This design comes from an exercise in tuning for small area, a short achievable clock period and few clock cycles per item on the open sky130 flow, not from production work. In this exercise RTL edits were held to simulation tests only and were not proved equivalent to the original. No activity file was given, so power comes from the tool's default toggle rates.

==> flow/design.v <==
module idt_frame_decoder (
    input  wire        clk,
    input  wire        rst,         
    input  wire        tailoff,     
    input  wire        in_valid,
    input  wire [7:0]  in_data,
    input  wire        in_last,
    output wire        in_ready,
    output reg         res_valid,
    output wire [31:0] res_info,    
    output wire [31:0] res_crc,     
    output wire [31:0] res_len,     
    output wire [31:0] res_addr,    
    output wire [8:0]  rx_track,    
    output wire [15:0] rx_cnt       
);
    localparam [2:0] C_OK = 3'd0, C_NO_DELIM = 3'd1, C_BAD_LEN = 3'd2,
                     C_BAD_CRC = 3'd3, C_BAD_COMPL = 3'd4, C_SEQ_ERR = 3'd5;
    localparam [1:0] T_NONE = 2'd0, T_HEAD = 2'd1, T_DATA = 2'd2, T_TAIL = 2'd3;
    function [15:0] crc_table;
        input [7:0] i;
        integer k;
        reg [15:0] r;
        begin
            r = {i, 8'h00};
            for (k = 0; k < 8; k = k + 1)
                r = r[15] ? ((r << 1) ^ 16'h1021) : (r << 1);
            crc_table = r;
        end
    endfunction
    function [15:0] crc_step;
        input [15:0] c;
        input [7:0]  b;
        begin
            crc_step = {c[7:0], 8'h00} ^ crc_table(c[15:8] ^ b);
        end
    endfunction
    reg         fresh;           
    reg  [10:0] q;
    reg         qz, qh;          
    reg         hd;              
    reg         da, ed;          
    reg         cs;              
    reg  [7:0]  n;               
    reg         co;              
    reg  [15:0] acc;             
    reg  [7:0]  d1, d2;          
    reg  [63:0] hl;              
    reg  [7:0]  rx_exp;
    reg         rx_inxfer;
    reg  [15:0] rx_count;
    reg         pend;            
    reg         rdy;             
    reg         s_cs;            
    reg         s_hi, s_lo;      
    reg         s_co;            
    reg         s_seq;           
    reg         s_nd;            
    reg  [1:0]  s_type;
    reg  [2:0]  r_code;
    reg  [1:0]  r_type;
    assign in_ready = rdy;
    assign rx_track = {rx_inxfer, rx_exp};
    assign rx_cnt   = rx_count;
    assign res_info = {5'd0, q, n, 1'b0, r_code, 2'b00, r_type};
    assign res_crc  = {acc, d2, d1};
    assign res_len  = hl[63:32];
    assign res_addr = hl[31:0];
    wire       accept = in_valid && rdy;
    wire       done   = accept && in_last;
    wire [7:0] b  = in_data;
    wire q_lo0 = qz;
    wire q_hi1 = qh;
    wire p1    = !fresh && q_hi1 && q[1:0] == 2'd0;
    wire p2    = !fresh && q_hi1 && q[1:0] == 2'd1;
    wire p3    = !fresh && q_hi1 && q[1:0] == 2'd2;
    wire p4    = !fresh && q_hi1 && q[1:0] == 2'd3;    
    wire over  = !fresh && q[10] && !q_hi1;            
    wire compl_ok  = hd || co;
    wire data_ok   = rx_inxfer && (n == rx_exp);
    wire tail_ok   = rx_inxfer && (tailoff ? (n == rx_exp) : (n == rx_count[7:0]));
    wire seq_ok    = hd || (da ? data_ok : tail_ok);
    wire hd_n = fresh ? (b == 8'hFE) :
                p1    ? (hd && b == 8'h00) :
                p2    ? (hd && b == 8'hFF) :
                p3    ? (hd && b == 8'h01) : hd;
    wire da_n = fresh ? (b == 8'hDA) : da;
    wire ed_n = fresh ? (b == 8'hED) : ed;
    wire is_head = hd_n && !fresh && !p1 && !p2;       
    wire [1:0] v_type = over    ? T_NONE :
                        is_head ? T_HEAD : da_n ? T_DATA : ed_n ? T_TAIL : T_NONE;
    wire csx = cs && !fresh;                           
    wire v_fld = s_cs && s_hi && s_lo && s_co;           
    wire [2:0] v_code = !s_cs            ? (s_nd ? C_NO_DELIM : C_BAD_LEN) :
                        !(s_hi && s_lo)  ? C_BAD_CRC :
                        !s_co            ? C_BAD_COMPL :
                        s_seq            ? C_OK : C_SEQ_ERR;
    wire n13   = !fresh && q == 11'd7;                           
    wire n4    = p3;                                             
    wire ndat  = !fresh && (q_hi1 ? q[1] : !(q[10:0] >= 11'd1023));   
    wire cs_n  = hd ? n13 : da ? ndat : ed ? n4 : 1'b0;    
    wire [11:4] p_hl;
    assign p_hl[4] = p4;
    genvar g;
    generate
        for (g = 5; g <= 11; g = g + 1) begin : g_phl
            assign p_hl[g] = !fresh && q_lo0 && q[2:0] == (g - 5);
        end
    endgenerate
    wire        clr_crc = pend && !s_cs;
    wire        clr_chk = pend && !(v_fld && da);
    wire        clr_n   = pend && !(v_fld && !hd);
    wire        clr_hl  = pend && !(v_fld && hd);
    wire        wr_acc  = accept && (fresh || !in_last);
    wire [15:0] acc_d   = fresh ? 16'h0000 : crc_step(acc, d1);
    wire [10:0] q_d     = fresh ? 11'd2044 : q + 11'd1;
    wire [7:0] cnt_hi_inc = rx_count[15:8] + 8'd1;
    integer j;
    always @(posedge clk) begin
        acc <= wr_acc ? acc_d : (acc & {16{!clr_crc}});
        d1  <= accept ? b  : (d1 & {8{!clr_crc}});
        d2  <= accept ? d1 : (d2 & {8{!clr_crc}});
        if (accept) begin
            qz <= !fresh && ((qh && q[1:0] == 2'd3) || (qz && q[2:0] != 3'd7));
            qh <= fresh || (qh && q[1:0] != 2'd3);
        end else if (clr_chk) begin
            qz <= 1'b1;
            qh <= 1'b0;
        end
        q   <= accept ? q_d : (q & {11{!clr_chk}});
        n   <= (accept && p1) ? b : (n & {8{!clr_n}});
        for (j = 4; j <= 11; j = j + 1)
            hl[(11-j)*8 +: 8] <= (accept && p_hl[j]) ? b : (hl[(11-j)*8 +: 8] & {8{!clr_hl}});
        s_cs   <= csx;
        s_hi   <= (acc[15:8] == d1);
        s_lo   <= (acc[7:0] == b);
        s_co   <= compl_ok;
        s_seq  <= seq_ok;
        s_nd   <= (v_type == T_NONE) && !over;
        s_type <= v_type;
        r_code <= v_code;
        r_type <= s_type;
        if (accept) begin
            hd <= hd_n;
            da <= da_n;
            ed <= ed_n;
            cs <= cs_n;
            if (p2)
                co <= (b == ~n);
        end
        if (rst) begin
            fresh     <= 1'b1;
            pend      <= 1'b0;
            rdy       <= 1'b1;
            res_valid <= 1'b0;
            rx_exp    <= 8'd1;
            rx_inxfer <= 1'b0;
            rx_count  <= 16'd0;
        end else begin
            pend      <= done;
            rdy       <= !done;
            res_valid <= pend;
            if (accept)
                fresh <= in_last;
            if (pend && v_fld && s_seq) begin
                if (hd) begin
                    rx_exp    <= 8'd1;
                    rx_count  <= 16'd0;
                    rx_inxfer <= 1'b1;
                end else if (da) begin
                    rx_exp   <= rx_exp + 8'd1;
                    rx_count <= {(rx_exp == 8'd0) ? cnt_hi_inc : rx_count[15:8], rx_exp};
                end else begin
                    rx_inxfer <= 1'b0;
                end
            end
        end
    end
endmodule
==> flow/config.mk <==
export PLATFORM = sky130hd
export DESIGN_NAME = idt_frame_decoder
export DESIGN_NICKNAME = idt_frame_decoder
export VERILOG_FILES = /design/flow/design.v
export SDC_FILE = /design/flow/constraint.sdc
export NUM_CORES = 4
export LEC_CHECK = 0
export CAP_MARGIN = 20
export CORE_MARGIN = 2
export CORE_UTILIZATION = 65
export CTS_BUF_LIST = sky130_fd_sc_hd__clkbuf_8
export SETUP_SLACK_MARGIN = 2.1
export SLEW_MARGIN = 20
export TNS_END_PERCENT = 5
==> flow/constraint.sdc <==
create_clock -name core_clock -period 4.0 [get_ports {clk}]
set_input_delay 0.8000 -clock core_clock [delete_from_list [all_inputs] [get_ports {clk}]]
set_output_delay 0.8000 -clock core_clock [all_outputs]
set_load 0.01 [all_outputs]
standard.sh (not shown) runs the stock make flow with config.mk's settings and CLKGATE_MAP_FILE= SYNTH_SCRIPT=/design/flow/synth_recipe.tcl, a recipe that flattens the netlist after the stock synthesis.
==> flow/flow/run.sh <==
#!/bin/bash
set -euo pipefail
bash standard.sh BUFFER_PORTS_ARGS="-buffer_cell sky130_fd_sc_hd__buf_1" finish > flow_make.log 2>&1
Testbench counts at the start, summed over its fixed seeds: cycles 135,708, bytes 135,489.
Edit:
- TNS_END_PERCENT: 5 -> default
Count of clock-buffer cells in the layout fell by 2. Die area is unchanged. Via count climbs by 0.62%. Global-route usage shrinks by 0.11 points. Critical path depth drops by 4. Cell area came out lower by 0.32%. Total power decreases by 11%. First-iteration DRC count shrinks by 6.4%. Core utilization drops by 0.25 points. Clock power came out lower by 28%. Clock skew stays flat.
Edit:
- CORE_UTILIZATION: 65 -> 60
Non-clock buffer count went up by 8.
Area after synthesis does not change.
Clock power went up by about 30%.
Hold slack is better by 0.0088 ns.
Final cell count went up by 1.7%.
Die area went up by 8.0%.
Total power went up by 9.5%.
Worst setup slack is worse by 0.024 ns.
Maximum frequency went down by 1.3%.
Combinational power went up by about 3%.
Edit:
==> flow/flow/run.sh (replaced) <==
#!/bin/bash
set -euo pipefail
here=$(pwd)
bash standard.sh BUFFER_PORTS_ARGS="-buffer_cell sky130_fd_sc_hd__buf_1" \
    POST_GLOBAL_PLACE_TCL="$here/flow/post_gpl.tcl" finish > flow_make.log 2>&1
==> flow/flow/post_gpl.tcl (new file) <==
# Size up the buffers that buffer_ports put on the input ports.
set n 0
foreach port [get_ports -filter "direction == input"] {
  set pname [get_full_name $port]
  if {$pname eq "clk"} { continue }
  foreach pin [get_pins -of_objects [get_nets -of_objects $port]] {
    set inst [get_cells -of_objects $pin]
    set iname [get_full_name $inst]
    set master [get_property $inst ref_name]
    if {[string match "input*" $iname] && [string match "sky130_fd_sc_hd__buf_*" $master]} {
      replace_cell $inst sky130_fd_sc_hd__buf_4
      incr n
    }
  }
}
puts "post_gpl: sized up $n input port buffers"
- CORE_UTILIZATION: 60 -> 65
What happened: With this change the flow did not get past 3_3_place_gp. Area after synthesis is unchanged. Synthesized cell count is unchanged.
Edit:
==> flow/flow/run.sh (replaced) <==
#!/bin/bash
set -euo pipefail
bash standard.sh BUFFER_PORTS_ARGS="-buffer_cell sky130_fd_sc_hd__buf_1" finish > flow_make.log 2>&1
- SETUP_SLACK_MARGIN: 2.1 -> 2.0
removed: flow/flow/post_gpl.tcl
After rerunning:
- This time the run finished clean
- synthesized area is unchanged
- synthesized cell count does not change

-- separate check: timing with driven ports --
No port has a modelled driver above. Below, the same layouts with a new extraction and two added sets of constraints.
Step 1 (the two cells are an assumption about what drives the block):
set clk [get_ports {clk}]
set_driving_cell -lib_cell sky130_fd_sc_hd__clkbuf_16 $clk
set_driving_cell -lib_cell sky130_fd_sc_hd__buf_2 [delete_from_list [all_inputs] $clk]
Step 2 also shifts input and output timing later by t, the mid clock arrival at the registers, as if the neighbouring blocks saw the same clock.
a / b / c = no drivers / after step 1 / after step 2; a / b = the first two.
run	shift t [ns]	setup slack, ns	slew at the worst register clock pin (ns)	worst slew at a driven data input, ns	cell pins on the clock port's net
the first run	0.486	1.960 / 1.960 / 1.651	0.09 / 0.09	0.05	1
the second run	0.485	2.146 / 2.108 / 1.725	0.09 / 0.09	0.05	1
the third run	0.487	2.121 / 2.084 / 1.653	0.09 / 0.09	0.05	1
the fifth run	0.496	2.013 / 1.991 / 1.532	0.10 / 0.10	0.08	1
After both steps every run listed still meets setup and hold. The setup slack of the fifth run, which loses most, moves by -0.022 ns with the drivers and by -0.481 ns with both steps.
